From an optimization exercise on the open Yosys and OpenROAD flow, aimed at small area; shortcuts taken in it are not production practice.
Only simulation tests tie the RTL to the original design; equivalence was not proved.
No run shown here takes its clock network from TritonCTS; it comes from the design's own scripts or RTL.
The clock port is modelled as an ideal driver, which makes a skipped or thinned clock tree look cheaper than it is; a real chip needs a root buffer or a tree.
Power figures rest on the tool's default switching activity, not on a simulated workload.

`config.mk`:
```
export PLATFORM = sky130hd
export DESIGN_NAME = rmap
export DESIGN_NICKNAME = rmap
export VERILOG_FILES = /design/flow/design.v
export SDC_FILE = /design/flow/constraint.sdc
export NUM_CORES = 4
export LEC_CHECK = 0
export CAP_MARGIN = 20
export CORE_MARGIN = 2
export CORE_UTILIZATION = 25
export PLACE_DENSITY = 0.75
export SLEW_MARGIN = 20
```
`constraint.sdc`:
```
create_clock -name core_clock -period 6.0 [get_ports {clk}]
set_input_delay 1.2000 -clock core_clock [delete_from_list [all_inputs] [get_ports {clk}]]
set_output_delay 1.2000 -clock core_clock [all_outputs]
set_load 0.01 [all_outputs]
```
`design.v`:
```
module rmap (
    input             clk,
    input             rst,
    input             cmd_valid,
    output            cmd_ready,
    input      [31:0] cmd_word,
    input      [31:0] cmd_data,
    output            rsp_valid,
    input             rsp_ready,
    output     [3:0]  rsp_status,
    output     [31:0] rsp_rdata,
    output     [1:0]  rsp_ebank,
    output     [6:0]  rsp_eaddr,
    output     [7:0]  rsp_esel,
    output     [31:0] rsp_estatus,
    output            bus_req_valid,
    input             bus_req_ready,
    output            bus_req_write,
    output     [6:0]  bus_req_addr,
    output     [7:0]  bus_req_sel,
    output     [15:0] bus_req_wdata,
    input             bus_rsp_valid,
    input      [15:0] bus_rsp_rdata,
    input      [31:0] bus_rsp_status
);
    function [15:0] nswap(input [15:0] w);
        nswap = {w[11:8], w[15:12], w[3:0], w[7:4]};
    endfunction
    reg        s_idle, s_req, s_rsp, s_scan;
    wire       s_wt = !(s_idle || s_req || s_rsp || s_scan);   
    reg [2:0]  j;           
    reg [3:0]  t;           
    reg        wr;          
    reg        st0;         
    reg        c_raw, c_mask, c_set, c_b;
    reg [7:0]  c_sel;       
    wire       c_mux = c_sel[7] && !c_raw;
    wire       c_v   = c_sel[6];
    wire [1:0] c_f   = c_sel[5:4];
    reg [31:0] d;
    reg [15:0] w;
    wire [3:0] op   = cmd_word[3:0];
    wire [3:0] feat = cmd_word[7:4];
    wire [1:0] bk   = cmd_word[9:8];
    wire [7:0] idx  = cmd_word[23:16];
    wire op_raw  = (op == 4'h1) || (op == 4'h2);
    wire op_mask = (op == 4'h3) || (op == 4'h4) || (op == 4'h9) || (op == 4'hA);
    wire op_port = (op == 4'h5) || (op == 4'h6) || (op == 4'hB) || (op == 4'hC);
    wire op_set  = (op == 4'h2) || (op == 4'h4) || (op == 4'h6) || (op == 4'hA) || (op == 4'hC);
    wire op_bank = !op[3];
    wire bad_res  = !(op_raw || op_mask || op_port) ||
                    (cmd_word[15:10] != 6'd0) || (cmd_word[31:25] != 7'd0);
    wire bad_sel  = (op_bank && (bk != 2'd1) && (bk != 2'd2)) ||
                    (!op_raw && (feat[3:2] != 2'd0)) ||
                    (op_port && (idx[7:5] != 3'd0)) ||
                    (op_port && op_bank && idx[4]);
    wire bad_wr   = op_set && !op_raw && (feat[1:0] != 2'd0) && (feat[1:0] != 2'd3);
    wire bad      = bad_res || bad_sel || bad_wr;
    wire        pol    = (c_f != 2'd0);
    wire [15:0] lrd    = nswap(bus_rsp_rdata);
    wire        fail   = bus_rsp_status[31];
    wire        rsp_in = s_wt && bus_rsp_valid;
    wire hit_f = (t[1:0] == c_f);
    wire hit   = hit_f && (c_mask || (t[3:2] == j[1:0]));
    wire rv    = (c_mask ? d[0] : c_v) ^ pol;    
    wire gv    = w[0] ^ pol;                     
    wire last_scan = s_scan && (t == 4'd15);
    wire mask_step = s_scan && c_mask && hit_f;    
    wire last_k    = (c_sel[1:0] == 2'd3) && (j[2] || !c_mux);
    wire step_end  = (rsp_in && !fail && wr && !c_raw) ||
                     (last_scan && !c_raw && !c_set);
    always @(posedge clk) begin
        if (rst) begin
            s_idle <= 1'b1;
            s_req  <= 1'b0;
            s_rsp  <= 1'b0;
            s_scan <= 1'b0;
        end else begin
            if (s_idle && cmd_valid) begin
                s_idle <= 1'b0;
                if (bad)                s_rsp  <= 1'b1;
                else if (op == 4'h2)    s_scan <= 1'b1;
                else                    s_req  <= 1'b1;
            end
            if (s_req && bus_req_ready)
                s_req <= 1'b0;
            if (rsp_in) begin
                if (fail || (c_raw && wr))
                    s_rsp <= 1'b1;
                else if (!wr)
                    s_scan <= 1'b1;
            end
            if (last_scan) begin
                s_scan <= 1'b0;
                if (c_set)
                    s_req <= 1'b1;
                else if (c_raw)
                    s_rsp <= 1'b1;
            end
            if (step_end) begin
                if (!c_mask || last_k)
                    s_rsp <= 1'b1;
                else
                    s_req <= 1'b1;
            end
            if (s_rsp && rsp_ready) begin
                s_rsp  <= 1'b0;
                s_idle <= 1'b1;
            end
        end
    end
    wire rr_scan  = s_scan && c_raw;
    wire pg_hit   = s_scan && !c_mask && !c_raw && hit && !c_set;
    wire sh       = mask_step || rr_scan;
    wire cap_st   = rsp_in && fail;
    wire cap_zero = rsp_in && !fail && !c_mask;
    wire d_hold   = !(s_idle || cap_st || cap_zero || sh || pg_hit);
    wire ins_lo   = c_raw ? w[0] : c_set ? 1'b0 : gv;
    wire [31:0] d_sh = {c_mux && !c_set && gv, d[31:17],
                        c_mux ? d[16] : ins_lo, d[15:1]};
    wire [31:0] d_nx = ({32{s_idle}} & cmd_data) |
                       ({32{cap_st}} & bus_rsp_status) |
                       ({32{sh}}     & d_sh) |
                       {31'd0, pg_hit & gv} |
                       ({32{d_hold}} & d);
    wire w_cap  = rsp_in && !wr;
    wire w_hold = !(w_cap || s_scan);
    wire w_in   = c_raw ? d[0] : (hit && c_set) ? rv : w[0];
    wire [15:0] w_nx = ({16{w_cap}}  & lrd) |
                       ({16{s_scan}} & {w_in, w[15:1]}) |
                       ({16{w_hold}} & w);
    always @(posedge clk) begin
        t <= s_scan ? t + 4'd1 : 4'd0;
        d <= d_nx;
        w <= w_nx;
        if (s_idle) begin
            c_raw  <= op_raw || bad;
            c_mask <= op_mask || bad;
            c_set  <= bad ? bad_res : op_set;
            c_b    <= op_bank ? bk[1] : (op_port && idx[4]);
            c_sel  <= op_raw ? idx : {op[3] && op_mask, cmd_word[24], feat[1:0], idx[3:2],
                                      op_port ? idx[3:2] : 2'd0};
            wr     <= (op == 4'h2);
            j      <= {1'b0, idx[1:0]};
            st0    <= bad_res || (!bad_sel && bad_wr);
        end else begin
            if (cap_st)
                st0 <= 1'b1;
            if (rsp_in && c_set && !c_raw)
                wr <= !wr;
            if (step_end)
                {j[2], c_sel[1:0]} <= {j[2], c_sel[1:0]} + 3'd1;
        end
    end
    wire c_bad = c_raw && c_mask;
    wire bank = c_b || (c_mux && j[2]);
    assign cmd_ready     = s_idle;
    assign rsp_valid     = s_rsp;
    assign rsp_status    = {1'b0, c_bad && c_set, c_bad && !c_set, st0};
    assign rsp_rdata     = d;
    assign rsp_estatus   = d;
    assign rsp_ebank     = {bank, !bank};
    assign rsp_eaddr     = {5'b11000, bank, 1'b0};
    assign rsp_esel      = bus_req_sel;
    assign bus_req_valid = s_req;
    assign bus_req_write = wr;
    assign bus_req_addr  = {5'b11000, bank, 1'b0};
    assign bus_req_sel   = {c_raw ? c_sel[7:2] : 6'b000100, c_sel[1:0]};
    assign bus_req_wdata = nswap(w);
endmodule
```
`flow/run.sh`:
```
#!/bin/bash
# Standard ORFS layout with changes that only affect cell area:
#  * the combinational logic of the standard synthesis netlist is mapped
#    again for area (flow/reabc.tcl); registers, their names and cell types
#    are left as the standard synthesis made them;
#  * the smallest buffer on every port;
#  * a one-level clock tree (flow/cts.tcl): CTS_NB clock buffers, each
#    driving the flip-flops of one region, all driven from the clock port.
set -euo pipefail
export BUFFER_PORTS_ARGS="-buffer_cell sky130_fd_sc_hd__buf_1"
R=$PWD/orfs/results/$FLOW_PLATFORM/rmap/base
bash standard.sh "$R/1_2_yosys.v" > standard_synth.log 2>&1
cp "$R/1_2_yosys.v" "$R/1_2_yosys_standard.v"
LIBERTY=$FLOW_HOME/platforms/$FLOW_PLATFORM/lib/sky130_fd_sc_hd__tt_025C_1v80.lib \
NETLIST_IN=$R/1_2_yosys_standard.v NETLIST_OUT=$R/1_2_yosys.v TOP=$FLOW_TOP \
ABC_SCRIPT=$PWD/flow/area.abc yosys -c flow/reabc.tcl > reabc.log 2>&1
bash standard.sh place > standard_place.log 2>&1
RES=$R CTS_BUF=sky130_fd_sc_hd__clkbuf_16 CTS_NB=4 \
  openroad -no_init -no_splash -exit flow/cts.tcl > cts.log 2>&1
bash standard.sh > standard_make.log 2>&1
```
`flow/area.abc`:
```
strash
&get -n
&deepsyn -T 20
&dc2
&synch2
&nf -R 1000
&put
```
`flow/cts.tcl`:
```
# Clock tree: the sinks of clk are split by recursive bisection into
# CTS_NB groups; each group gets one clock buffer, placed at the group's
# centre and driven straight from the clock port.
set plat $::env(FLOW_HOME)/platforms/$::env(FLOW_PLATFORM)
set res $::env(RES)
read_lef $plat/lef/sky130_fd_sc_hd.tlef
read_lef $plat/lef/sky130_fd_sc_hd_merged.lef
read_liberty $plat/lib/sky130_fd_sc_hd__tt_025C_1v80.lib
read_db $res/3_place.odb
read_sdc $res/3_place.sdc
source $plat/setRC.tcl

set block [ord::get_db_block]
set clknet [$block findNet clk]
$clknet setSigType CLOCK
set master [[ord::get_db] findMaster $::env(CTS_BUF)]

proc split_groups {items n} {
  if {$n <= 1 || [llength $items] <= 1} { return [list $items] }
  set xs {}; set ys {}
  foreach s $items { lappend xs [lindex $s 0]; lappend ys [lindex $s 1] }
  set xs [lsort -integer $xs]; set ys [lsort -integer $ys]
  set dx [expr {[lindex $xs end] - [lindex $xs 0]}]
  set dy [expr {[lindex $ys end] - [lindex $ys 0]}]
  set k [expr {$dx >= $dy ? 0 : 1}]
  set items [lsort -integer -index $k $items]
  set h [expr {[llength $items] / 2}]
  set m [expr {$n / 2}]
  return [concat [split_groups [lrange $items 0 [expr {$h - 1}]] $m] \
                 [split_groups [lrange $items $h end] [expr {$n - $m}]]]
}

set sinks {}
foreach it [$clknet getITerms] {
  set loc [[$it getInst] getLocation]
  lappend sinks [list [lindex $loc 0] [lindex $loc 1] $it]
}
set g 0
foreach grp [split_groups $sinks $::env(CTS_NB)] {
  if {![llength $grp]} continue
  set net [odb::dbNet_create $block clknet_$g]
  $net setSigType CLOCK
  set buf [odb::dbInst_create $block $master clkbuf_$g]
  set sx 0; set sy 0
  foreach s $grp {
    set it [lindex $s 2]
    $it disconnect
    $it connect $net
    incr sx [lindex $s 0]; incr sy [lindex $s 1]
  }
  $buf setLocation [expr {$sx / [llength $grp]}] [expr {$sy / [llength $grp]}]
  $buf setPlacementStatus PLACED
  [$buf findITerm A] connect $clknet
  [$buf findITerm X] connect $net
  puts "clock buffer clkbuf_$g drives [llength $grp] sinks"
  incr g
}

detailed_placement
check_placement -verbose
set_propagated_clock [all_clocks]
estimate_parasitics -placement
report_clock_skew
report_checks -path_delay min_max
set worst 0
foreach pin [get_pins -hierarchical */CLK] {
  set s [get_property $pin slew_max_rise]
  if {$s > $worst} { set worst $s }
}
puts "largest clock pin slew (placement estimate): $worst"
write_db $res/4_1_cts.odb
write_db $res/4_cts.odb
write_sdc $res/4_cts.sdc
```
`flow/reabc.tcl`:
```
# Re-map the combinational logic of the standard synthesis netlist for
# area. Register and tie cells are kept as they are (same instances, names
# and cell types); only the gates between them are mapped again.
yosys -import
set lib $::env(LIBERTY)
read_liberty -ignore_miss_func -ignore_miss_dir $lib
read_verilog $::env(NETLIST_IN)
hierarchy -top $::env(TOP)
set keep {}
foreach m [split [string trim [tee -q -s result.string select -list-mod =sky130_fd_sc_hd__df* =sky130_fd_sc_hd__edf* =sky130_fd_sc_hd__conb*]] "\n"] {
  lappend keep $m
}
foreach m $keep { setattr -mod -set keep_hierarchy 1 $m }
flatten
opt_clean -purge
set dont {}
foreach p {*probe* *lpflow* *dlygate* *dlymetal* *clkdlybuf* *clkbuf* *clkinv* *einv* *ebuf*} { lappend dont -dont_use $p }
abc -liberty $lib {*}$dont -script $::env(ABC_SCRIPT)
# as the standard synthesis ends: split nets, tie cells, buffers on
# pass-through wires
splitnets
opt_clean -purge
hilomap -singleton -hicell sky130_fd_sc_hd__conb_1 HI -locell sky130_fd_sc_hd__conb_1 LO
insbuf -buf sky130_fd_sc_hd__buf_4 A X
opt_clean -purge
# flattening the cell models leaves names with a '.' in them; hide them
yosys rename -hide w:*.* c:*.*
stat -liberty $lib
select -module $::env(TOP)
write_verilog -noattr -nohex -nodec -selected $::env(NETLIST_OUT)
```
`standard.sh`:
```
#!/bin/bash
# synth_recipe.tcl (not shown) runs the flow's synth.tcl, then flattens the netlist and writes it again
# the make line also repeats each setting of config.mk as NAME=value (left out here)
make -C /OpenROAD-flow-scripts/flow DESIGN_CONFIG=/design/flow/config.mk WORK_HOME=/design/flow/orfs CLKGATE_MAP_FILE= SYNTH_SCRIPT=/design/flow/synth_recipe.tcl "${@:-finish}"
```
==> results of run 1 <==
power groups by stage:
| stage | sequential [mW] | clock, mW | combinational, mW |
|---|---|---|---|
| finish | 0.703 | 0.250 | 0.370 |
| global route | 0.720 | 0.280 | 0.420 |
| global placement | 0.713 | 0 | 0.362 |
| floorplan | 0.682 | 0 | 0.385 |
| detailed placement | 0.715 | 0 | 0.370 |
sequential cells by signal (all words and copies together), names as in the netlist:
register / cells
d: 32
c_sel: 8
j: 3
s_scan: 1
c_mask: 1
c_b: 1
s_req: 1
c_raw: 1
w: 16
s_idle: 1
t: 4
s_rsp: 1
wr: 1
st0: 1
c_set: 1
cells in the final DEF, fill, tap and decap left out, types with 4 or more instances in the layout:
master,instances
buf_4,4
conb_1,13
xnor2_1,6
xor2_1,8
dfxtp_1,56
clkbuf_16,4
nor3_1,7
and2_0,7
nor2_1,25
a22oi_1,17
a21oi_1,10
inv_1,8
a222oi_1,31
nand3_1,10
nand2b_1,4
o21ai_0,11
buf_1,224
nand2_1,117
edfxtp_1,16
layout make-up:
class                   count  area share, %
plain buffers               4          2.219
well taps                 216          5.992
repair buffers            228          19.31
flip-flops and latches     73          35.98
multi-input cells         293          35.84
inverters                   8         0.6657
through the flow:
| stage | instance area (sq um) | hold slack [ns] | setup slack [ns] | total power [mW] |
|---|---|---|---|---|
| floorplan | 4043 | 0.4361 | 1.795 | 1.067 |
| global placement | 4402 | 0.4451 | 2.551 | 1.075 |
| detailed placement | 4402 | 0.4492 | 2.454 | 1.085 |
| global route | 4511 | 0.4781 | 2.463 | 1.420 |
| finish | 4511 | 0.4607 | 2.717 | 1.322 |
critical path, delay by kind of cell:
family / cells / cell delay, ns
AO/OA/AOI/OAI: 1 / 0.28
buffers and inverters: 2 / 0.45
AND/OR/NAND/NOR: 8 / 1.19
XOR/XNOR: 1 / 0.18
worst min-delay path by stage:
stage	startpoint	end
floorplan	w[10]	w[10]
global placement	w[9]	w[9]
detailed placement	w[13]	w[13]
global route	w[9]	w[9]
finish	w[13]	w[13]
per-layer routing:
layer | routed length, microns | vias to the layer above | share of wire [%] | global-route usage, %
li1 | - | 1816 | - | -
met1 | 4694 | 1743 | 41 | 15.76
met2 | 5412 | 209 | 48 | 20.10
met3 | 979 | 13 | 8.6 | 1.221
met4 | 242 | 0 | 2.1 | 2.253
met5 | 0 | - | 0 | 0
==> run_summary.xml, run 1 <==
<?xml version="1.0" encoding="UTF-8"?>
<metrics>
  <group name="run_status">
    <metric name="outcome" unit="">timing/DRC/antenna clean</metric>
  </group>
  <group name="pwr">
    <metric name="power_density" unit="nW/um^2">293.2</metric>
    <metric name="power.internal" unit="uW">862.7</metric>
    <metric name="power.combinational.fraction" unit="%">27.9</metric>
    <metric name="p_sw_share" unit="%">34.76</metric>
    <metric name="leakage" unit="nW">1.687</metric>
    <metric name="p_sw" unit="uW">459.7</metric>
    <metric name="peakVddDrop" unit="V">0.0001243</metric>
    <metric name="share_seq_of_total_power" unit="%">53.2</metric>
    <metric name="clock_power_share" unit="%">18.9</metric>
  </group>
  <group name="worst_setup_path">
    <metric name="r2r_end" unit="">j[2]</metric>
    <metric name="critical_path_required" unit="ns">6.02</metric>
    <metric name="crit_top_cell" unit="">nor2_1</metric>
    <metric name="crit_path_end" unit="">j[2]</metric>
    <metric name="crit_slowest_cell" unit="">buf_4</metric>
    <metric name="critical_path.endpoint_type" unit="">flip-flop</metric>
    <metric name="worst_setup_path_startpoint" unit="">bus_rsp_valid</metric>
    <metric name="rr_startpoint" unit="">s_scan</metric>
    <metric name="cp_max_fo" unit="">33</metric>
    <metric name="worst_path_cell_trace" unit="">buf_1 -&gt; nor3b_1 -&gt; nor2b_1 -&gt; and3_1 -&gt; buf_4 -&gt; nor2_1 -&gt; a31o_1 -&gt; nand2_1 -&gt; nor2_1 -&gt; nand3_1 -&gt; xor2_1 -&gt; nor2_1</metric>
    <metric name="worst-endpoint-arrival" unit="ns">3.31</metric>
    <metric name="critPathMaxStageDelay" unit="ns">0.36</metric>
    <metric name="timing.reg2reg.worst_path_depth" unit="">11</metric>
    <metric name="timing_worst_setup_path_type" unit="">in -&gt; reg</metric>
    <metric name="worst_setup_path_start_kind" unit="">primary input</metric>
    <metric name="setup.reg_to_reg.worst_slack" unit="ns">3.15</metric>
  </group>
  <group name="route">
    <metric name="wirelength" unit="mm">11.33</metric>
    <metric name="drt_iter0_markers" unit="">324</metric>
    <metric name="route.vias.total" unit="">3781</metric>
    <metric name="detail-route-antenna-nets" unit="">0</metric>
    <metric name="post_drt_wl_per_cell" unit="microns">13.78</metric>
    <metric name="post-route-drc-count" unit="">0</metric>
    <metric name="drt_first_pass_iters" unit="">7</metric>
    <metric name="routed_via_density" unit="">4.600</metric>
  </group>
  <group name="floorplanning">
    <metric name="fp.dieArea" unit="sq um">17030</metric>
    <metric name="core_area" unit="sq um">15770</metric>
    <metric name="num_rows" unit="">46</metric>
    <metric name="die-width" unit="microns">130.5</metric>
    <metric name="initial_core_util" unit="%">25.37</metric>
    <metric name="design.portCount" unit="">238</metric>
    <metric name="floorplan.die.height" unit="microns">130.5</metric>
  </group>
  <group name="flow_run">
    <metric name="maxCapViolations" unit="">0</metric>
  </group>
  <group name="clock_network">
    <metric name="clk_pin_slew_worst_paths" unit="ns">0.08</metric>
    <metric name="clk_latency" unit="ns">0.15</metric>
  </group>
  <group name="cells_and_area">
    <metric name="layout.cells.non_filler" unit="">822</metric>
    <metric name="core_utilization_of_the_finished_layout" unit="%">28.60</metric>
    <metric name="final_nets" unit="">726</metric>
    <metric name="final_layout_size_suffix_gt1_share" unit="%">2.145</metric>
    <metric name="filler_cell_count" unit="">1721</metric>
    <metric name="number_of_antenna_cells_inserted" unit="">0</metric>
    <metric name="area_growth" unit="%">12.73</metric>
    <metric name="multiInputGateArea" unit="sq um">1617</metric>
    <metric name="register_area" unit="sq um">1623</metric>
  </group>
  <group name="timing">
    <metric name="clock.fmax" unit="MHz">304.6</metric>
    <metric name="finalSetupTns" unit="ns">0</metric>
    <metric name="setup_viol_count_final" unit="">0</metric>
    <metric name="timing_worst_slew_pin_value" unit="ns">0.8439</metric>
    <metric name="timing_max_transition_violations_final" unit="">0</metric>
    <metric name="period_share" unit="%">54.71</metric>
    <metric name="clock-skew-final" unit="ns">0.008319</metric>
    <metric name="rsz0062_at_grt" unit="">false</metric>
    <metric name="period_needed" unit="ns">3.283</metric>
    <metric name="hold_viol" unit="">0</metric>
    <metric name="timing.max_slew.rel_slack" unit="%">43.66</metric>
  </group>
  <group name="hold_path">
    <metric name="hold_class" unit="">reg -&gt; reg</metric>
    <metric name="min_path_cells" unit="">2</metric>
  </group>
  <group name="yosys">
    <metric name="combined_area_of_all_synthesized_cells" unit="sq um">4001</metric>
    <metric name="synthCells" unit="">469</metric>
    <metric name="yosys_warnings" unit="">1</metric>
    <metric name="avgSynthCellArea" unit="sq um">8.532</metric>
  </group>
  <group name="global_route">
    <metric name="grt_max_degree" unit="">34</metric>
    <metric name="overflow" unit="">0</metric>
    <metric name="grtUsageTotal" unit="%">11.60</metric>
    <metric name="grt_first_pass_wirelength" unit="mm">15.94</metric>
    <metric name="number_of_global_route_vias_before_repair" unit="">3060</metric>
    <metric name="grt_antenna_before_repair" unit="">0</metric>
  </group>
  <group name="placement">
    <metric name="hpwl" unit="mm">8.585</metric>
    <metric name="io_buffer_count" unit="">224</metric>
    <metric name="placedCellCount" unit="">818</metric>
    <metric name="finalWeightedCongestion" unit="">0.8255</metric>
  </group>
</metrics>
==> run 2: changes to the inputs <==
--- a/flow/run.sh
+++ b/flow/run.sh
@@ -15,6 +15,6 @@
 NETLIST_IN=$R/1_2_yosys_standard.v NETLIST_OUT=$R/1_2_yosys.v TOP=$FLOW_TOP \
 ABC_SCRIPT=$PWD/flow/area.abc yosys -c flow/reabc.tcl > reabc.log 2>&1
 bash standard.sh place > standard_place.log 2>&1
-RES=$R CTS_BUF=sky130_fd_sc_hd__clkbuf_16 CTS_NB=4 \
+RES=$R CTS_BUF=sky130_fd_sc_hd__buf_8 CTS_NB=4 \
   openroad -no_init -no_splash -exit flow/cts.tcl > cts.log 2>&1
 bash standard.sh > standard_make.log 2>&1
==> run_summary.xml, run 2 <==
<?xml version="1.0" encoding="UTF-8"?>
<metrics>
  <group name="timing">
    <metric name="setup_viol_count_final" unit="">0</metric>
    <metric name="rsz0062_at_grt" unit="">false</metric>
    <metric name="clock.fmax" unit="MHz">303.3</metric>
    <metric name="period_share" unit="%">54.95</metric>
    <metric name="clock-skew-final" unit="ns">0.008295</metric>
    <metric name="finalSetupTns" unit="ns">0</metric>
    <metric name="timing_worst_slew_pin_value" unit="ns">0.8433</metric>
    <metric name="period_needed" unit="ns">3.297</metric>
    <metric name="hold_viol" unit="">0</metric>
    <metric name="timing.max_slew.rel_slack" unit="%">43.70</metric>
    <metric name="timing_max_transition_violations_final" unit="">0</metric>
  </group>
  <group name="worst_setup_path">
    <metric name="worst-endpoint-arrival" unit="ns">3.31</metric>
    <metric name="worst_setup_path_startpoint" unit="">bus_rsp_valid</metric>
    <metric name="crit_top_cell" unit="">nor2_1</metric>
    <metric name="worst_setup_path_start_kind" unit="">primary input</metric>
    <metric name="r2r_end" unit="">j[2]</metric>
    <metric name="critical_path.endpoint_type" unit="">flip-flop</metric>
    <metric name="timing.reg2reg.worst_path_depth" unit="">11</metric>
    <metric name="timing_worst_setup_path_type" unit="">in -&gt; reg</metric>
    <metric name="setup.reg_to_reg.worst_slack" unit="ns">3.13</metric>
    <metric name="crit_slowest_cell" unit="">buf_4</metric>
    <metric name="critPathMaxStageDelay" unit="ns">0.36</metric>
    <metric name="crit_path_end" unit="">j[2]</metric>
    <metric name="rr_startpoint" unit="">s_scan</metric>
    <metric name="worst_path_cell_trace" unit="">buf_1 -&gt; nor3b_1 -&gt; nor2b_1 -&gt; and3_1 -&gt; buf_4 -&gt; nor2_1 -&gt; a31o_1 -&gt; nand2_1 -&gt; nor2_1 -&gt; nand3_1 -&gt; xor2_1 -&gt; nor2_1</metric>
    <metric name="critical_path_required" unit="ns">6.01</metric>
    <metric name="cp_max_fo" unit="">33</metric>
  </group>
  <group name="route">
    <metric name="post-route-drc-count" unit="">0</metric>
    <metric name="route.vias.total" unit="">3779</metric>
    <metric name="routed_via_density" unit="">4.597</metric>
    <metric name="post_drt_wl_per_cell" unit="microns">13.81</metric>
    <metric name="wirelength" unit="mm">11.35</metric>
    <metric name="detail-route-antenna-nets" unit="">0</metric>
    <metric name="drt_iter0_markers" unit="">341</metric>
    <metric name="drt_first_pass_iters" unit="">5</metric>
  </group>
  <group name="global_route">
    <metric name="grt_max_degree" unit="">34</metric>
    <metric name="grt_first_pass_wirelength" unit="mm">15.95</metric>
    <metric name="grtUsageTotal" unit="%">11.61</metric>
    <metric name="grt_antenna_before_repair" unit="">0</metric>
    <metric name="number_of_global_route_vias_before_repair" unit="">3059</metric>
    <metric name="overflow" unit="">0</metric>
  </group>
  <group name="placement">
    <metric name="finalWeightedCongestion" unit="">0.8255</metric>
    <metric name="hpwl" unit="mm">8.585</metric>
    <metric name="placedCellCount" unit="">818</metric>
    <metric name="io_buffer_count" unit="">224</metric>
  </group>
  <group name="run_status">
    <metric name="outcome" unit="">timing/DRC/antenna clean</metric>
  </group>
  <group name="floorplanning">
    <metric name="num_rows" unit="">46</metric>
    <metric name="initial_core_util" unit="%">25.37</metric>
    <metric name="design.portCount" unit="">238</metric>
    <metric name="fp.dieArea" unit="sq um">17030</metric>
    <metric name="die-width" unit="microns">130.5</metric>
    <metric name="floorplan.die.height" unit="microns">130.5</metric>
    <metric name="core_area" unit="sq um">15770</metric>
  </group>
  <group name="cells_and_area">
    <metric name="registers_with_the_most_flip_flops" unit="">d (32), w (16), c_sel (8)</metric>
    <metric name="final_common_cell" unit="">buf_1</metric>
    <metric name="top_register" unit="">d</metric>
    <metric name="largest_register_ff_count" unit="">32</metric>
    <metric name="layout.cells.non_filler" unit="">822</metric>
    <metric name="final_layout_size_suffix_gt1_share" unit="%">2.145</metric>
    <metric name="final_nets" unit="">726</metric>
    <metric name="area_growth" unit="%">11.73</metric>
    <metric name="number_of_antenna_cells_inserted" unit="">0</metric>
    <metric name="final_cell_mix" unit="">buf_1 (224), nand2_1 (117), dfxtp_1 (56)</metric>
  </group>
  <group name="pwr">
    <metric name="report.power.total" unit="mW">1.277</metric>
    <metric name="power_density" unit="nW/um^2">285.7</metric>
    <metric name="peakVddDrop" unit="V">0.0001058</metric>
    <metric name="leakage" unit="nW">1.667</metric>
  </group>
  <group name="clock_network">
    <metric name="clk_latency" unit="ns">0.14</metric>
    <metric name="clk_pin_slew_worst_paths" unit="ns">0.11</metric>
  </group>
  <group name="yosys">
    <metric name="avgSynthCellArea" unit="sq um">8.532</metric>
    <metric name="combined_area_of_all_synthesized_cells" unit="sq um">4001</metric>
    <metric name="yosys_warnings" unit="">1</metric>
    <metric name="synthCells" unit="">469</metric>
  </group>
  <group name="flow_run">
    <metric name="maxCapViolations" unit="">0</metric>
  </group>
  <group name="hold_path">
    <metric name="hold_class" unit="">reg -&gt; reg</metric>
  </group>
</metrics>
run 2: cell type report:
type                    instances  area, sq um
fillers                      1725        11300
flip-flops and latches         73         1623
multi-input cells             293         1617
repair buffers                228        870.8
well taps                     216        270.3
plain buffers                   4        60.06
inverters                       8        30.03
run 2: power by group:
group          total (mW)  switching [mW]  internal, mW
Sequential          0.702           0.102         0.600
Clock               0.205           0.129        0.0765
Combinational       0.370           0.228         0.141
Total                1.28           0.459         0.818
run 2: worst max-delay path: cells and delay by family:
| family | cells | cell delay [ns] |
|---|---|---|
| simple gates | 8 | 1.21 |
| xor+xnor | 1 | 0.18 |
| compound gates | 1 | 0.29 |
| buf+inv | 2 | 0.44 |
run 2: how the worst min path moves through the flow:
| stage | cells after the start | startpoint | end |
|---|---|---|---|
| finish | 2 | w[13] | w[13] |
| global route | 2 | w[9] | w[9] |
| global placement | 2 | w[9] | w[9] |
| floorplan | 2 | w[10] | w[10] |
| detailed placement | 2 | w[13] | w[13] |
run 2: routing by layer:
metal | GRT usage [%] | vias to the layer above | part of all wire (%)
met5 | 0 | - | 0
met4 | 2.378 | 0 | 2.3
met3 | 1.221 | 16 | 7.9
met2 | 20.01 | 197 | 48
met1 | 15.84 | 1749 | 42
li1 | - | 1817 | -
run 2: stage by stage:
stage | util (%) | setup WS (ns) | hold WS [ns] | cell area [sq um]
finish | 28.35 | 2.703 | 0.4646 | 4471
global route | 28.35 | 2.461 | 0.4828 | 4471
detailed placement | 27.91 | 2.454 | 0.4492 | 4402
global placement | 27.91 | 2.551 | 0.4451 | 4402
floorplan | - | 1.795 | 0.4361 | 4043
==> run 3: changes to the inputs <==
--- a/flow/run.sh
+++ b/flow/run.sh
@@ -5,7 +5,8 @@
 #    are left as the standard synthesis made them;
 #  * the smallest buffer on every port;
 #  * a one-level clock tree (flow/cts.tcl): CTS_NB clock buffers, each
-#    driving the flip-flops of one region, all driven from the clock port.
+#    driving the flip-flops of one region, all driven from the clock port;
+#  * one tie cell drives all constant outputs.
 set -euo pipefail
 export BUFFER_PORTS_ARGS="-buffer_cell sky130_fd_sc_hd__buf_1"
 R=$PWD/orfs/results/$FLOW_PLATFORM/rmap/base
@@ -15,6 +16,6 @@
 NETLIST_IN=$R/1_2_yosys_standard.v NETLIST_OUT=$R/1_2_yosys.v TOP=$FLOW_TOP \
 ABC_SCRIPT=$PWD/flow/area.abc yosys -c flow/reabc.tcl > reabc.log 2>&1
 bash standard.sh place > standard_place.log 2>&1
-RES=$R CTS_BUF=sky130_fd_sc_hd__buf_8 CTS_NB=4 \
+RES=$R CTS_BUF=sky130_fd_sc_hd__buf_8 CTS_NB=4 MERGE_TIES=1 \
   openroad -no_init -no_splash -exit flow/cts.tcl > cts.log 2>&1
 bash standard.sh > standard_make.log 2>&1
--- a/flow/cts.tcl
+++ b/flow/cts.tcl
@@ -56,6 +56,31 @@
   incr g
 }
 
+# One tie cell for all constant outputs: the standard flow gives each
+# constant port its own conb_1; its HI and LO pins can drive them all.
+if {$::env(MERGE_TIES)} {
+  set keep ""
+  foreach inst [$block getInsts] {
+    if {[[$inst getMaster] getName] ne "sky130_fd_sc_hd__conb_1"} continue
+    if {$keep eq ""} { set keep $inst; continue }
+    foreach pin {HI LO} {
+      set it [$inst findITerm $pin]
+      set net [$it getNet]
+      if {$net eq "NULL"} continue
+      set knet [[$keep findITerm $pin] getNet]
+      if {$knet eq "NULL"} {
+        set knet [odb::dbNet_create $block tie_[string tolower $pin]]
+        [$keep findITerm $pin] connect $knet
+      }
+      foreach bt [$net getBTerms] { $bt connect $knet }
+      foreach it2 [$net getITerms] { if {[$it2 getInst] ne $inst} { $it2 disconnect; $it2 connect $knet } }
+      $it disconnect
+      odb::dbNet_destroy $net
+    }
+    odb::dbInst_destroy $inst
+  }
+}
+
 detailed_placement
 check_placement -verbose
 set_propagated_clock [all_clocks]
--- a/config.mk
+++ b/config.mk
@@ -5,8 +5,8 @@
 export SDC_FILE = /design/flow/constraint.sdc
 export NUM_CORES = 4
 export LEC_CHECK = 0
-export CAP_MARGIN = 20
+export CAP_MARGIN = 0
 export CORE_MARGIN = 2
 export CORE_UTILIZATION = 25
 export PLACE_DENSITY = 0.75
-export SLEW_MARGIN = 20
+export SLEW_MARGIN = 0
==> run_summary.xml, run 3 <==
<?xml version="1.0" encoding="UTF-8"?>
<metrics>
  <group name="run_status">
    <metric name="outcome" unit="">timing/DRC/antenna clean</metric>
  </group>
  <group name="global_route">
    <metric name="grt_antenna_before_repair" unit="">0</metric>
    <metric name="overflow" unit="">0</metric>
    <metric name="grt_first_pass_wirelength" unit="mm">16.26</metric>
    <metric name="number_of_global_route_vias_before_repair" unit="">3078</metric>
    <metric name="grt_max_degree" unit="">34</metric>
    <metric name="grtUsageTotal" unit="%">11.91</metric>
  </group>
  <group name="route">
    <metric name="wirelength" unit="mm">11.58</metric>
    <metric name="drt_iter0_markers" unit="">325</metric>
    <metric name="detail-route-antenna-nets" unit="">0</metric>
    <metric name="post_drt_wl_per_cell" unit="microns">14.29</metric>
    <metric name="route.vias.total" unit="">3767</metric>
    <metric name="post-route-drc-count" unit="">0</metric>
    <metric name="routed_via_density" unit="">4.651</metric>
    <metric name="drt_first_pass_iters" unit="">7</metric>
  </group>
  <group name="placement">
    <metric name="hpwl" unit="mm">8.585</metric>
    <metric name="placement.setup.worst_slack" unit="ns">2.454</metric>
    <metric name="placedCellCount" unit="">818</metric>
    <metric name="placed_area" unit="sq um">4402</metric>
    <metric name="finalWeightedCongestion" unit="">0.8255</metric>
    <metric name="io_buffer_count" unit="">224</metric>
  </group>
  <group name="floorplanning">
    <metric name="die-width" unit="microns">130.5</metric>
    <metric name="core_area" unit="sq um">15770</metric>
    <metric name="num_rows" unit="">46</metric>
    <metric name="floorplan.die.height" unit="microns">130.5</metric>
    <metric name="initial_core_util" unit="%">25.37</metric>
    <metric name="design.portCount" unit="">238</metric>
    <metric name="fp.dieArea" unit="sq um">17030</metric>
  </group>
  <group name="pwr">
    <metric name="report.power.total" unit="mW">1.279</metric>
    <metric name="power_density" unit="nW/um^2">289.5</metric>
    <metric name="peakVddDrop" unit="V">0.0001039</metric>
    <metric name="share_seq_of_total_power" unit="%">54.9</metric>
    <metric name="p_sw" unit="uW">460.9</metric>
    <metric name="leakage" unit="nW">1.625</metric>
    <metric name="clock_power_share" unit="%">16.1</metric>
    <metric name="power.combinational.fraction" unit="%">28.9</metric>
    <metric name="p_sw_share" unit="%">36.04</metric>
    <metric name="power.internal" unit="uW">817.9</metric>
  </group>
  <group name="timing">
    <metric name="period_needed" unit="ns">3.407</metric>
    <metric name="timing.max_slew.rel_slack" unit="%">23.19</metric>
    <metric name="finalSetupTns" unit="ns">0</metric>
    <metric name="timing_worst_slew_pin_value" unit="ns">1.148</metric>
    <metric name="setup_viol_count_final" unit="">0</metric>
    <metric name="worst_hold_slack" unit="ns">0.4632</metric>
    <metric name="period_share" unit="%">56.78</metric>
    <metric name="finalWorstSetupSlack" unit="ns">2.593</metric>
    <metric name="hold_viol" unit="">0</metric>
    <metric name="clock.fmax" unit="MHz">293.5</metric>
    <metric name="rsz0062_at_grt" unit="">false</metric>
    <metric name="timing_max_transition_violations_final" unit="">0</metric>
    <metric name="clock-skew-final" unit="ns">0.007841</metric>
  </group>
  <group name="worst_setup_path">
    <metric name="timing_worst_setup_path_type" unit="">in -&gt; reg</metric>
    <metric name="worst_path_cell_trace" unit="">buf_1 -&gt; nor3b_1 -&gt; nand2b_1 -&gt; nor3_2 -&gt; nor2_1 -&gt; nor3_1 -&gt; a31oi_1 -&gt; nor2_1</metric>
    <metric name="critical_path_required" unit="ns">6.08</metric>
    <metric name="rr_startpoint" unit="">s_scan</metric>
    <metric name="critical_path.endpoint_type" unit="">flip-flop</metric>
    <metric name="crit_top_cell" unit="">nor2_1</metric>
    <metric name="worst_setup_path_startpoint" unit="">bus_rsp_valid</metric>
    <metric name="worst_setup_path_start_kind" unit="">primary input</metric>
    <metric name="crit_slowest_cell" unit="">nor3_2</metric>
    <metric name="crit_family" unit="">simple AND/OR/NAND/NOR gates</metric>
    <metric name="critPathBufInv" unit="">1</metric>
    <metric name="cp_max_fo" unit="">17</metric>
    <metric name="worst-endpoint-arrival" unit="ns">3.48</metric>
    <metric name="critPathMaxStageDelay" unit="ns">0.81</metric>
  </group>
  <group name="cells_and_area">
    <metric name="top_register" unit="">d</metric>
    <metric name="final_common_cell" unit="">buf_1</metric>
    <metric name="largest_register_ff_count" unit="">32</metric>
    <metric name="final_area" unit="sq um">4417</metric>
    <metric name="final_layout_size_suffix_gt1_share" unit="%">2.020</metric>
    <metric name="final_nets" unit="">715</metric>
    <metric name="final_cell_mix" unit="">buf_1 (224), nand2_1 (117), dfxtp_1 (56)</metric>
    <metric name="layout.cells.non_filler" unit="">810</metric>
    <metric name="core_utilization_of_the_finished_layout" unit="%">28.01</metric>
    <metric name="filler_cell_count" unit="">1729</metric>
    <metric name="registers_with_the_most_flip_flops" unit="">d (32), w (16), c_sel (8)</metric>
    <metric name="area_growth" unit="%">10.38</metric>
    <metric name="number_of_antenna_cells_inserted" unit="">0</metric>
  </group>
  <group name="hold_path">
    <metric name="hold_class" unit="">reg -&gt; reg</metric>
    <metric name="timing.hold.worst.start" unit="">w[13]</metric>
  </group>
  <group name="yosys">
    <metric name="yosys_warnings" unit="">1</metric>
    <metric name="avgSynthCellArea" unit="sq um">8.532</metric>
    <metric name="combined_area_of_all_synthesized_cells" unit="sq um">4001</metric>
    <metric name="synthCells" unit="">469</metric>
  </group>
  <group name="clock_network">
    <metric name="clk_latency" unit="ns">0.14</metric>
    <metric name="clk_pin_slew_worst_paths" unit="ns">0.11</metric>
  </group>
  <group name="flow_run">
    <metric name="maxCapViolations" unit="">0</metric>
  </group>
</metrics>
[run 3: final cells by class]
cell class	count	area, sq um	share of cell area, %
Sequential cell	73	1623	36.74
Multi-Input combinational cell	281	1563	35.38
Timing Repair Buffer	228	870.8	19.72
Tap cell	216	270.3	6.119
Buffer	4	60.06	1.360
Inverter	8	30.03	0.6799
[run 3: power groups by stage]
stage                     combinational, mW  clock (mW)  sequential (mW)
after floorplan                       0.385           0            0.682
after global placement                0.362           0            0.713
after detailed placement              0.370           0            0.715
after global routing                  0.420       0.234            0.719
final                                 0.370       0.206            0.702
[run 3: worst reg2reg max path, cell delays in order, from the launching register on]
cell and delay [ns]:
dfxtp_1 0.58, nor3b_1 0.39, nand2b_1 0.13, nor3_2 0.81, nor2_1 0.54, nor3_1 0.29, a31oi_1 0.06, nor2_1 0.10
[run 3: path summary, 6_finish.rpt]
path	to	cells after the start	slack [ns]
min	w[13]	2	0.46
max	s_scan	8	2.59
min reg2reg	w[13]	2	0.46
max reg2reg	s_scan	7	3.04
[run 3: routing by layer]
metal  part of all wire (%)  vias to the layer above  track usage, %
li1                       -                     1803               -
met1                     41                     1752           15.81
met2                     49                      200           20.86
met3                    8.3                       12           1.507
met4                    2.2                        0           2.378
met5                      0                        -               0
==> run 4: changes to the inputs <==
--- a/design.v
+++ b/design.v
@@ -28,11 +28,11 @@
     endfunction
     reg        s_idle, s_req, s_rsp, s_scan;
     wire       s_wt = !(s_idle || s_req || s_rsp || s_scan);   
-    reg [2:0]  j;           
     reg [3:0]  t;           
     reg        wr;          
     reg        st0;         
-    reg        c_raw, c_mask, c_set, c_b;
+    reg        c_raw, c_mask, c_set;
+    reg        c_b;         
     reg [7:0]  c_sel;       
     wire       c_mux = c_sel[7] && !c_raw;
     wire       c_v   = c_sel[6];
@@ -61,12 +61,12 @@
     wire        fail   = bus_rsp_status[31];
     wire        rsp_in = s_wt && bus_rsp_valid;
     wire hit_f = (t[1:0] == c_f);
-    wire hit   = hit_f && (c_mask || (t[3:2] == j[1:0]));
+    wire hit   = hit_f && (c_mask || (t[3:2] == c_sel[3:2]));
     wire rv    = (c_mask ? d[0] : c_v) ^ pol;    
     wire gv    = w[0] ^ pol;                     
     wire last_scan = s_scan && (t == 4'd15);
     wire mask_step = s_scan && c_mask && hit_f;    
-    wire last_k    = (c_sel[1:0] == 2'd3) && (j[2] || !c_mux);
+    wire last_k    = (c_sel[1:0] == 2'd3) && (c_b || !c_mux);
     wire step_end  = (rsp_in && !fail && wr && !c_raw) ||
                      (last_scan && !c_raw && !c_set);
     always @(posedge clk) begin
@@ -138,10 +138,9 @@
             c_mask <= op_mask || bad;
             c_set  <= bad ? bad_res : op_set;
             c_b    <= op_bank ? bk[1] : (op_port && idx[4]);
-            c_sel  <= op_raw ? idx : {op[3] && op_mask, cmd_word[24], feat[1:0], idx[3:2],
+            c_sel  <= op_raw ? idx : {op[3] && op_mask, cmd_word[24], feat[1:0], idx[1:0],
                                       op_port ? idx[3:2] : 2'd0};
             wr     <= (op == 4'h2);
-            j      <= {1'b0, idx[1:0]};
             st0    <= bad_res || (!bad_sel && bad_wr);
         end else begin
             if (cap_st)
@@ -149,11 +148,11 @@
             if (rsp_in && c_set && !c_raw)
                 wr <= !wr;
             if (step_end)
-                {j[2], c_sel[1:0]} <= {j[2], c_sel[1:0]} + 3'd1;
+                {c_b, c_sel[1:0]} <= {c_b, c_sel[1:0]} + 3'd1;
         end
     end
     wire c_bad = c_raw && c_mask;
-    wire bank = c_b || (c_mux && j[2]);
+    wire bank = c_b;
     assign cmd_ready     = s_idle;
     assign rsp_valid     = s_rsp;
     assign rsp_status    = {1'b0, c_bad && c_set, c_bad && !c_set, st0};
--- a/flow/run.sh
+++ b/flow/run.sh
@@ -1,7 +1,7 @@
 #!/bin/bash
 # Standard ORFS layout with changes that only affect cell area:
 #  * the combinational logic of the standard synthesis netlist is mapped
-#    again for area (flow/reabc.tcl); registers, their names and cell types
+#    again for area (flow/reabc.tcl, best of three ABC scripts); registers, their names and cell types
 #    are left as the standard synthesis made them;
 #  * the smallest buffer on every port;
 #  * a one-level clock tree (flow/cts.tcl): CTS_NB clock buffers, each
@@ -14,7 +14,7 @@
 cp "$R/1_2_yosys.v" "$R/1_2_yosys_standard.v"
 LIBERTY=$FLOW_HOME/platforms/$FLOW_PLATFORM/lib/sky130_fd_sc_hd__tt_025C_1v80.lib \
 NETLIST_IN=$R/1_2_yosys_standard.v NETLIST_OUT=$R/1_2_yosys.v TOP=$FLOW_TOP \
-ABC_SCRIPT=$PWD/flow/area.abc yosys -c flow/reabc.tcl > reabc.log 2>&1
+ABC_SCRIPTS="$PWD/flow/area1.abc $PWD/flow/area2.abc $PWD/flow/area3.abc" yosys -c flow/reabc.tcl > reabc.log 2>&1
 bash standard.sh place > standard_place.log 2>&1
 RES=$R CTS_BUF=sky130_fd_sc_hd__buf_8 CTS_NB=4 MERGE_TIES=1 \
   openroad -no_init -no_splash -exit flow/cts.tcl > cts.log 2>&1
==> flow/area1.abc (new file) <==
strash
&get -n
&deepsyn -T 20
&dc2
&synch2
&nf -R 1000
&put
==> flow/area2.abc (new file) <==
strash
&get -n
&deepsyn -T 20
&dc2
&dch -f
&nf -R 1000
&put
==> flow/area3.abc (new file) <==
strash
&get -n
&deepsyn -T 20
&dc2
&synch2
&nf -R 1000
&put
&get -n
&dc2
&synch2
&nf -R 1000
&put
--- a/flow/reabc.tcl
+++ b/flow/reabc.tcl
@@ -1,6 +1,7 @@
 # Re-map the combinational logic of the standard synthesis netlist for
 # area. Register and tie cells are kept as they are (same instances, names
-# and cell types); only the gates between them are mapped again.
+# and cell types); only the gates between them are mapped again. Each ABC
+# script in ABC_SCRIPTS is tried and the smallest result is kept.
 yosys -import
 set lib $::env(LIBERTY)
 read_liberty -ignore_miss_func -ignore_miss_dir $lib
@@ -13,9 +14,24 @@
 foreach m $keep { setattr -mod -set keep_hierarchy 1 $m }
 flatten
 opt_clean -purge
+design -save base
 set dont {}
 foreach p {*probe* *lpflow* *dlygate* *dlymetal* *clkdlybuf* *clkbuf* *clkinv* *einv* *ebuf*} { lappend dont -dont_use $p }
-abc -liberty $lib {*}$dont -script $::env(ABC_SCRIPT)
+set best -1
+foreach script $::env(ABC_SCRIPTS) {
+  design -load base
+  abc -liberty $lib {*}$dont -script $script
+  opt_clean -purge
+  set st [tee -q -s result.string stat -liberty $lib]
+  set area [lindex [regexp -all -inline {Chip area for (?:top )?module '[^']*': ([0-9.]+)} $st] end]
+  puts "reabc: $script gives area $area"
+  if {$best < 0 || $area < $best} {
+    set best $area
+    design -save best
+  }
+}
+design -load best
+puts "reabc: kept area $best"
 # as the standard synthesis ends: split nets, tie cells, buffers on
 # pass-through wires
 splitnets
--- a/config.mk
+++ b/config.mk
@@ -8,5 +8,5 @@
 export CAP_MARGIN = 0
 export CORE_MARGIN = 2
 export CORE_UTILIZATION = 25
-export PLACE_DENSITY = 0.75
+export PLACE_DENSITY = 0.9
 export SLEW_MARGIN = 0
removed: flow/area.abc
==> run_summary.xml, run 4 <==
<?xml version="1.0" encoding="UTF-8"?>
<metrics>
  <group name="floorplanning">
    <metric name="design.portCount" unit="">238</metric>
    <metric name="die-width" unit="microns">128.7</metric>
    <metric name="fp.dieArea" unit="sq um">16570</metric>
    <metric name="core_area" unit="sq um">15200</metric>
    <metric name="floorplan.die.height" unit="microns">128.7</metric>
    <metric name="num_rows" unit="">45</metric>
    <metric name="initial_core_util" unit="%">25.59</metric>
  </group>
  <group name="timing">
    <metric name="setup_viol_count_final" unit="">0</metric>
    <metric name="timing_max_transition_violations_final" unit="">0</metric>
    <metric name="rsz0062_at_grt" unit="">false</metric>
    <metric name="timing_worst_slew_pin_value" unit="ns">1.106</metric>
    <metric name="hold_viol" unit="">0</metric>
    <metric name="finalWorstSetupSlack" unit="ns">2.058</metric>
    <metric name="period_share" unit="%">65.69</metric>
    <metric name="finalSetupTns" unit="ns">0</metric>
    <metric name="worst_hold_slack" unit="ns">0.4618</metric>
    <metric name="clock-skew-final" unit="ns">0.01060</metric>
    <metric name="period_needed" unit="ns">3.942</metric>
    <metric name="timing.max_slew.rel_slack" unit="%">25.98</metric>
    <metric name="clock.fmax" unit="MHz">253.7</metric>
  </group>
  <group name="cells_and_area">
    <metric name="area_growth" unit="%">9.810</metric>
    <metric name="final_area" unit="sq um">4272</metric>
    <metric name="final_common_cell" unit="">buf_1</metric>
    <metric name="final_nets" unit="">689</metric>
    <metric name="registers_with_the_most_flip_flops" unit="">d (32), w (16), c_sel (8)</metric>
    <metric name="multiInputGateArea" unit="sq um">1526</metric>
    <metric name="final_cell_mix" unit="">buf_1 (224), nand2_1 (96), dfxtp_1 (55)</metric>
    <metric name="filler_cell_count" unit="">1641</metric>
    <metric name="register_area" unit="sq um">1543</metric>
    <metric name="final_layout_size_suffix_gt1_share" unit="%">2.113</metric>
    <metric name="layout.cells.non_filler" unit="">757</metric>
    <metric name="top_register" unit="">d</metric>
    <metric name="largest_register_ff_count" unit="">32</metric>
  </group>
  <group name="clock_network">
    <metric name="clk_latency" unit="ns">0.13</metric>
    <metric name="clk_pin_slew_worst_paths" unit="ns">0.11</metric>
  </group>
  <group name="worst_setup_path">
    <metric name="timing_worst_setup_path_type" unit="">in -&gt; reg</metric>
    <metric name="cp_max_fo" unit="">17</metric>
    <metric name="worst_path_cell_trace" unit="">buf_1 -&gt; nor4b_1 -&gt; nor3b_2 -&gt; nor2_1 -&gt; nor2_1 -&gt; a31oi_1 -&gt; nor3_1</metric>
    <metric name="critical_path.endpoint_type" unit="">flip-flop</metric>
    <metric name="critPathBufInv" unit="">1</metric>
    <metric name="rr_startpoint" unit="">s_scan</metric>
    <metric name="crit_slowest_cell" unit="">nor3b_2</metric>
    <metric name="critical_path_required" unit="ns">6.07</metric>
    <metric name="worst_setup_path_startpoint" unit="">bus_rsp_valid</metric>
    <metric name="worst_setup_path_start_kind" unit="">primary input</metric>
    <metric name="worst-endpoint-arrival" unit="ns">4.01</metric>
    <metric name="crit_top_cell" unit="">nor2_1</metric>
    <metric name="crit_family" unit="">simple AND/OR/NAND/NOR gates</metric>
    <metric name="critPathMaxStageDelay" unit="ns">1.02</metric>
  </group>
  <group name="global_route">
    <metric name="grt_antenna_before_repair" unit="">0</metric>
    <metric name="number_of_global_route_vias_before_repair" unit="">3214</metric>
    <metric name="grt_first_pass_wirelength" unit="mm">17.48</metric>
    <metric name="grtUsageTotal" unit="%">13.55</metric>
    <metric name="overflow" unit="">0</metric>
    <metric name="grt_max_degree" unit="">54</metric>
  </group>
  <group name="yosys">
    <metric name="synthCells" unit="">443</metric>
    <metric name="combined_area_of_all_synthesized_cells" unit="sq um">3890</metric>
    <metric name="avgSynthCellArea" unit="sq um">8.781</metric>
    <metric name="yosys_warnings" unit="">1</metric>
  </group>
  <group name="pwr">
    <metric name="power_density" unit="nW/um^2">295.6</metric>
    <metric name="peakVddDrop" unit="V">0.0001057</metric>
    <metric name="leakage" unit="nW">1.562</metric>
  </group>
  <group name="route">
    <metric name="post_drt_wl_per_cell" unit="microns">16.69</metric>
    <metric name="drt_first_pass_iters" unit="">7</metric>
    <metric name="wirelength" unit="mm">12.64</metric>
    <metric name="post-route-drc-count" unit="">0</metric>
    <metric name="drt_iter0_markers" unit="">352</metric>
    <metric name="detail-route-antenna-nets" unit="">0</metric>
    <metric name="routed_via_density" unit="">4.852</metric>
    <metric name="route.vias.total" unit="">3673</metric>
  </group>
  <group name="placement">
    <metric name="hpwl" unit="mm">9.577</metric>
    <metric name="finalWeightedCongestion" unit="">0.8679</metric>
    <metric name="placedCellCount" unit="">764</metric>
    <metric name="placement.setup.worst_slack" unit="ns">2.001</metric>
    <metric name="placed_area" unit="sq um">4254</metric>
    <metric name="io_buffer_count" unit="">224</metric>
  </group>
  <group name="hold_path">
    <metric name="timing.hold.worst.start" unit="">w[8]</metric>
    <metric name="hold_class" unit="">reg -&gt; reg</metric>
  </group>
  <group name="run_status">
    <metric name="outcome" unit="">timing/DRC/antenna clean</metric>
  </group>
  <group name="flow_run">
    <metric name="maxCapViolations" unit="">0</metric>
  </group>
</metrics>
[run 4: layer usage]
layer  vias to the layer above  global-route usage [%]  share of wire, %
met1                      1690                   15.80                40
met4                         0                   3.517               2.7
li1                       1756                       -                 -
met5                         -                       0                 0
met3                        18                   1.705               7.5
met2                       209                   25.99                50
[run 4: worst min-delay path, stage by stage (launching register included)]
cell and delay [ns]:
dfxtp_1 0.34, nand2_1 0.05, nand2_1 0.04
[run 4: report_power, final]
part,total [mW],switching (mW),leakage [nW],internal (mW)
registers,0.686,0.105,0.602,0.581
logic,0.375,0.236,0.930,0.140
clock network,0.201,0.125,0.0297,0.0766
total,1.26,0.466,1.56,0.797
[run 4: cell type report]
| type | count | area share (%) |
|---|---|---|
| sequential | 70 | 36.12 |
| antenna | 1 | 0.05858 |
| multi-input combinational | 258 | 35.74 |
| timing repair buffer | 229 | 20.56 |
| inverter | 7 | 0.6151 |
| buffer | 4 | 1.406 |
| tap | 188 | 5.507 |
[run 4: through the flow]
stage | total power [mW] | utilization, %
final | 1.263 | 28.10
after global routing | 1.347 | 28.08
after detailed placement | 1.075 | 27.98
after global placement | 1.062 | 27.98
after floorplan | 1.050 | -
[run 4: path summary, 6_finish.rpt]
kind / endpoint / slack, ns / cells after the start
min reg2reg: w[8] / 0.46 / 2
max: s_scan / 2.06 / 7
min: w[8] / 0.46 / 2
max reg2reg: s_scan / 2.34 / 6
==> run 5: changes to the inputs <==
--- a/config.mk
+++ b/config.mk
@@ -8,5 +8,5 @@
 export CAP_MARGIN = 0
 export CORE_MARGIN = 2
 export CORE_UTILIZATION = 25
-export PLACE_DENSITY = 0.9
+export PLACE_DENSITY = 0.75
 export SLEW_MARGIN = 0
==> run_summary.xml, run 5 <==
<?xml version="1.0" encoding="UTF-8"?>
<metrics>
  <group name="placement">
    <metric name="placedCellCount" unit="">764</metric>
    <metric name="hpwl" unit="mm">9.114</metric>
    <metric name="finalWeightedCongestion" unit="">0.7854</metric>
    <metric name="io_buffer_count" unit="">224</metric>
  </group>
  <group name="floorplanning">
    <metric name="design.portCount" unit="">238</metric>
    <metric name="floorplan.die.height" unit="microns">128.7</metric>
    <metric name="core_area" unit="sq um">15200</metric>
    <metric name="num_rows" unit="">45</metric>
    <metric name="fp.dieArea" unit="sq um">16570</metric>
    <metric name="die-width" unit="microns">128.7</metric>
    <metric name="initial_core_util" unit="%">25.59</metric>
  </group>
  <group name="clock_network">
    <metric name="clk_pin_slew_worst_paths" unit="ns">0.10</metric>
    <metric name="clk_latency" unit="ns">0.13</metric>
  </group>
  <group name="global_route">
    <metric name="number_of_global_route_vias_before_repair" unit="">3257</metric>
    <metric name="grtUsageTotal" unit="%">13.07</metric>
    <metric name="grt_max_degree" unit="">34</metric>
    <metric name="overflow" unit="">0</metric>
    <metric name="grt_first_pass_wirelength" unit="mm">17.16</metric>
    <metric name="grt_antenna_before_repair" unit="">0</metric>
  </group>
  <group name="route">
    <metric name="drt_iter0_markers" unit="">315</metric>
    <metric name="detail-route-antenna-nets" unit="">0</metric>
    <metric name="routed_via_density" unit="">4.783</metric>
    <metric name="route.vias.total" unit="">3621</metric>
    <metric name="wirelength" unit="mm">12.06</metric>
    <metric name="post-route-drc-count" unit="">0</metric>
    <metric name="post_drt_wl_per_cell" unit="microns">15.93</metric>
    <metric name="drt_first_pass_iters" unit="">7</metric>
  </group>
  <group name="timing">
    <metric name="clock.fmax" unit="MHz">254.6</metric>
    <metric name="rsz0062_at_grt" unit="">false</metric>
    <metric name="finalSetupTns" unit="ns">0</metric>
    <metric name="setup_viol_count_final" unit="">0</metric>
    <metric name="timing_worst_slew_pin_value" unit="ns">1.077</metric>
    <metric name="timing_max_transition_violations_final" unit="">0</metric>
    <metric name="hold_viol" unit="">0</metric>
    <metric name="worst_hold_slack" unit="ns">0.4658</metric>
    <metric name="clock-skew-final" unit="ns">0.004076</metric>
    <metric name="period_needed" unit="ns">3.928</metric>
    <metric name="period_share" unit="%">65.47</metric>
    <metric name="timing.max_slew.rel_slack" unit="%">27.92</metric>
  </group>
  <group name="hold_path">
    <metric name="timing.hold.worst.start" unit="">w[9]</metric>
    <metric name="hold_path_end" unit="">w[9]</metric>
    <metric name="hold_class" unit="">reg -&gt; reg</metric>
    <metric name="min_path_cells" unit="">2</metric>
  </group>
  <group name="worst_setup_path">
    <metric name="crit_slowest_cell" unit="">nor3b_2</metric>
    <metric name="critical_path_required" unit="ns">6.05</metric>
    <metric name="timing_worst_setup_path_type" unit="">in -&gt; reg</metric>
    <metric name="worst-endpoint-arrival" unit="ns">3.98</metric>
    <metric name="setup.reg_to_reg.worst_slack" unit="ns">2.36</metric>
    <metric name="timing.reg2reg.worst_path_depth" unit="">6</metric>
    <metric name="rr_startpoint" unit="">s_scan</metric>
    <metric name="critPathMaxStageDelay" unit="ns">0.99</metric>
    <metric name="worst_setup_path_start_kind" unit="">primary input</metric>
    <metric name="cp_max_fo" unit="">17</metric>
    <metric name="worst_path_cell_trace" unit="">buf_1 -&gt; nor4b_1 -&gt; nor3b_2 -&gt; nor2_1 -&gt; nor2_1 -&gt; a31oi_1 -&gt; nor3_1</metric>
    <metric name="r2r_end" unit="">s_scan</metric>
    <metric name="critical_path.endpoint_type" unit="">flip-flop</metric>
    <metric name="crit_top_cell" unit="">nor2_1</metric>
  </group>
  <group name="cells_and_area">
    <metric name="area_growth" unit="%">9.810</metric>
    <metric name="final_cell_mix" unit="">buf_1 (224), nand2_1 (96), dfxtp_1 (55)</metric>
    <metric name="core_utilization_of_the_finished_layout" unit="%">28.10</metric>
    <metric name="final_layout_size_suffix_gt1_share" unit="%">2.113</metric>
    <metric name="final_nets" unit="">689</metric>
    <metric name="layout.cells.non_filler" unit="">757</metric>
    <metric name="registers_with_the_most_flip_flops" unit="">d (32), w (16), c_sel (8)</metric>
    <metric name="filler_cell_count" unit="">1663</metric>
    <metric name="top_register" unit="">d</metric>
    <metric name="register_area" unit="sq um">1543</metric>
    <metric name="largest_register_ff_count" unit="">32</metric>
    <metric name="multiInputGateArea" unit="sq um">1526</metric>
    <metric name="final_common_cell" unit="">buf_1</metric>
  </group>
  <group name="pwr">
    <metric name="share_seq_of_total_power" unit="%">54.8</metric>
    <metric name="p_sw" unit="uW">459.8</metric>
    <metric name="power.internal" unit="uW">796.9</metric>
    <metric name="peakVddDrop" unit="V">0.00009858</metric>
    <metric name="leakage" unit="nW">1.562</metric>
    <metric name="power_density" unit="nW/um^2">294.2</metric>
    <metric name="p_sw_share" unit="%">36.59</metric>
    <metric name="clock_power_share" unit="%">15.9</metric>
    <metric name="power.combinational.fraction" unit="%">29.3</metric>
  </group>
  <group name="yosys">
    <metric name="combined_area_of_all_synthesized_cells" unit="sq um">3890</metric>
    <metric name="synthCells" unit="">443</metric>
    <metric name="avgSynthCellArea" unit="sq um">8.781</metric>
    <metric name="yosys_warnings" unit="">1</metric>
  </group>
  <group name="flow_run">
    <metric name="maxCapViolations" unit="">0</metric>
  </group>
  <group name="run_status">
    <metric name="outcome" unit="">timing/DRC/antenna clean</metric>
  </group>
</metrics>
-- run 5: metal layers --
metal  GRT usage (%)  share of wire (%)
met1           15.55                 42
met2           25.02                 49
met3           2.204                8.0
met4           1.854                1.2
met5               0                  0
-- run 5: power by group through the flow --
stage                     combinational [mW]  sequential [mW]  clock, mW
final                                  0.368            0.689      0.199
after global routing                   0.418            0.704      0.228
after detailed placement               0.371            0.702          0
after global placement                 0.368            0.698          0
after floorplan                        0.386            0.664          0
-- run 5: worst max-delay path: cells and delay by family --
kind | cells | cell delay, ns
AOI/OAI and AO/OA | 1 | 0.05
buffers and inverters | 1 | 0.06
and+or+nand+nor | 5 | 2.67
-- run 5: final cells by class --
cell class,count,area share [%]
Antenna cell,1,0.05858
Buffer,4,1.406
Inverter,7,0.6151
Multi-Input combinational cell,258,35.74
Sequential cell,70,36.12
Tap cell,188,5.507
Timing Repair Buffer,229,20.56
-- run 5: worst max path at each step --
| stage | start | endpoint | slack (ns) | cells past startpoint |
|---|---|---|---|---|
| detailed placement | bus_rsp_valid | s_scan | 1.93 | 7 |
| global route | bus_rsp_valid | s_scan | 1.73 | 7 |
| floorplan | bus_rsp_valid | d[0] | 0.97 | 6 |
| finish | bus_rsp_valid | s_scan | 2.07 | 7 |
| global placement | bus_rsp_valid | s_scan | 2.08 | 7 |
-- run 5: stage by stage --
step | instance area, sq um | worst slack [ns] | total power, mW
2_1_floorplan | 3933 | 0.9723 | 1.050
3_3_place_gp | 4254 | 2.077 | 1.066
3_5_place_dp | 4254 | 1.926 | 1.073
5_1_grt | 4269 | 1.726 | 1.350
6_report | 4272 | 2.072 | 1.257
==> run 6: changes to the inputs <==
--- a/config.mk
+++ b/config.mk
@@ -7,6 +7,6 @@
 export LEC_CHECK = 0
 export CAP_MARGIN = 0
 export CORE_MARGIN = 2
-export CORE_UTILIZATION = 25
+export CORE_UTILIZATION = 35
 export PLACE_DENSITY = 0.75
 export SLEW_MARGIN = 0
==> run_summary.xml, run 6 <==
<?xml version="1.0" encoding="UTF-8"?>
<metrics>
  <group name="global_route">
    <metric name="grt_first_pass_wirelength" unit="mm">14.92</metric>
    <metric name="overflow" unit="">0</metric>
    <metric name="grt_antenna_before_repair" unit="">0</metric>
    <metric name="grtUsageTotal" unit="%">15.69</metric>
    <metric name="grt_max_degree" unit="">54</metric>
    <metric name="number_of_global_route_vias_before_repair" unit="">3010</metric>
  </group>
  <group name="timing">
    <metric name="clock.fmax" unit="MHz">282.6</metric>
    <metric name="rsz0062_at_grt" unit="">false</metric>
    <metric name="period_needed" unit="ns">3.539</metric>
    <metric name="setup_viol_count_final" unit="">0</metric>
    <metric name="clock-skew-final" unit="ns">0.01211</metric>
    <metric name="timing_worst_slew_pin_value" unit="ns">1.204</metric>
    <metric name="finalSetupTns" unit="ns">0</metric>
    <metric name="finalWorstSetupSlack" unit="ns">2.461</metric>
    <metric name="timing_max_transition_violations_final" unit="">0</metric>
    <metric name="hold_viol" unit="">0</metric>
    <metric name="period_share" unit="%">58.98</metric>
    <metric name="timing.max_slew.rel_slack" unit="%">19.76</metric>
  </group>
  <group name="hold_path">
    <metric name="timing.hold.worst.start" unit="">w[13]</metric>
    <metric name="hold_path_end" unit="">w[13]</metric>
    <metric name="hold_class" unit="">reg -&gt; reg</metric>
    <metric name="min_path_cells" unit="">2</metric>
  </group>
  <group name="cells_and_area">
    <metric name="final_common_cell" unit="">buf_1</metric>
    <metric name="top_register" unit="">d</metric>
    <metric name="number_of_antenna_cells_inserted" unit="">0</metric>
    <metric name="final_layout_size_suffix_gt1_share" unit="%">2.285</metric>
    <metric name="layout.cells.non_filler" unit="">709</metric>
    <metric name="final_nets" unit="">690</metric>
    <metric name="final_cell_mix" unit="">buf_1 (224), nand2_1 (96), dfxtp_1 (55)</metric>
    <metric name="largest_register_ff_count" unit="">32</metric>
    <metric name="area_growth" unit="%">8.395</metric>
    <metric name="registers_with_the_most_flip_flops" unit="">d (32), w (16), c_sel (8)</metric>
  </group>
  <group name="yosys">
    <metric name="avgSynthCellArea" unit="sq um">8.781</metric>
    <metric name="yosys_warnings" unit="">1</metric>
    <metric name="combined_area_of_all_synthesized_cells" unit="sq um">3890</metric>
    <metric name="synthCells" unit="">443</metric>
  </group>
  <group name="clock_network">
    <metric name="clk_pin_slew_worst_paths" unit="ns">0.10</metric>
    <metric name="clk_latency" unit="ns">0.13</metric>
  </group>
  <group name="placement">
    <metric name="finalWeightedCongestion" unit="">0.8190</metric>
    <metric name="placement.setup.worst_slack" unit="ns">2.409</metric>
    <metric name="io_buffer_count" unit="">224</metric>
    <metric name="hpwl" unit="mm">7.967</metric>
    <metric name="placedCellCount" unit="">717</metric>
  </group>
  <group name="worst_setup_path">
    <metric name="rr_startpoint" unit="">s_scan</metric>
    <metric name="worst-endpoint-arrival" unit="ns">3.59</metric>
    <metric name="timing.reg2reg.worst_path_depth" unit="">7</metric>
    <metric name="timing_worst_setup_path_type" unit="">in -&gt; reg</metric>
    <metric name="critical_path_required" unit="ns">6.05</metric>
    <metric name="setup.reg_to_reg.worst_slack" unit="ns">2.91</metric>
    <metric name="worst_setup_path_start_kind" unit="">primary input</metric>
    <metric name="cp_max_fo" unit="">17</metric>
    <metric name="r2r_end" unit="">s_scan</metric>
    <metric name="worst_setup_path_startpoint" unit="">bus_rsp_valid</metric>
    <metric name="critical_path.endpoint_type" unit="">flip-flop</metric>
  </group>
  <group name="route">
    <metric name="drt_iter0_markers" unit="">370</metric>
    <metric name="wirelength" unit="mm">10.55</metric>
    <metric name="post_drt_wl_per_cell" unit="microns">14.88</metric>
    <metric name="routed_via_density" unit="">5.085</metric>
    <metric name="post-route-drc-count" unit="">0</metric>
    <metric name="route.vias.total" unit="">3605</metric>
    <metric name="drt_first_pass_iters" unit="">6</metric>
    <metric name="detail-route-antenna-nets" unit="">0</metric>
  </group>
  <group name="floorplanning">
    <metric name="fp.dieArea" unit="sq um">11970</metric>
    <metric name="core_area" unit="sq um">10840</metric>
    <metric name="initial_core_util" unit="%">35.88</metric>
    <metric name="floorplan.die.height" unit="microns">109.4</metric>
    <metric name="design.portCount" unit="">238</metric>
    <metric name="die-width" unit="microns">109.4</metric>
    <metric name="num_rows" unit="">38</metric>
  </group>
  <group name="pwr">
    <metric name="power_density" unit="nW/um^2">293.6</metric>
    <metric name="leakage" unit="nW">1.566</metric>
    <metric name="peakVddDrop" unit="V">0.0001358</metric>
  </group>
  <group name="run_status">
    <metric name="outcome" unit="">timing/DRC/antenna clean</metric>
  </group>
  <group name="flow_run">
    <metric name="maxCapViolations" unit="">0</metric>
  </group>
</metrics>
==> run 6: worst max-delay path, stage by stage <==
cell	delay [ns]
buf_1	0.15
nor4b_1	0.26
buf_4	0.19
nor3b_2	0.84
nor2_1	0.52
nor2_1	0.25
a31oi_1	0.06
nor3_1	0.12
==> run 6: layout make-up <==
type	instances	area, sq um
flip-flops and latches	70	1543
well taps	140	175.2
inverters	7	26.28
plain buffers	4	60.06
repair buffers	230	885.9
multi-input cells	258	1526
fillers	1138	6624
==> run 6: report_power, final <==
| group | switching (mW) | internal [mW] |
|---|---|---|
| Sequential | 0.0950 | 0.581 |
| Combinational | 0.231 | 0.141 |
| Clock | 0.114 | 0.0764 |
==> run 6: worst max-delay path by stage <==
stage | slack (ns) | to | cells after the start
after floorplan | 0.97 | d[0] | 6
after global placement | 2.43 | s_scan | 8
after detailed placement | 2.41 | s_scan | 8
after global routing | 2.27 | s_scan | 8
final | 2.46 | s_scan | 8
==> run 6: per-layer routing <==
metal / up-vias / GRT usage, % / wire [microns]
li1: 1752 / - / -
met1: 1654 / 20.10 / 4308
met2: 193 / 29.01 / 5158
met3: 6 / 2.193 / 1014
met4: 0 / 1.175 / 71
met5: - / 0 / 0
==> run 6: through the flow <==
step / hold WS (ns) / total power, mW / utilization [%] / cell area [sq um]
3_3_place_gp: 0.4437 / 1.053 / 38.76 / 4202
5_1_grt: 0.4836 / 1.330 / 38.90 / 4217
3_5_place_dp: 0.4468 / 1.061 / 38.76 / 4202
6_report: 0.4584 / 1.238 / 38.90 / 4217
2_1_floorplan: 0.4318 / 1.050 / - / 3933

Setup slack of run 6, layout unchanged: 2.461 ns with ideal ports, 2.513 ns with driving cells assumed (clock clkbuf_16, inputs buf_2), 2.313 ns with port delays also shifted by the 0.200 ns mid clock arrival.
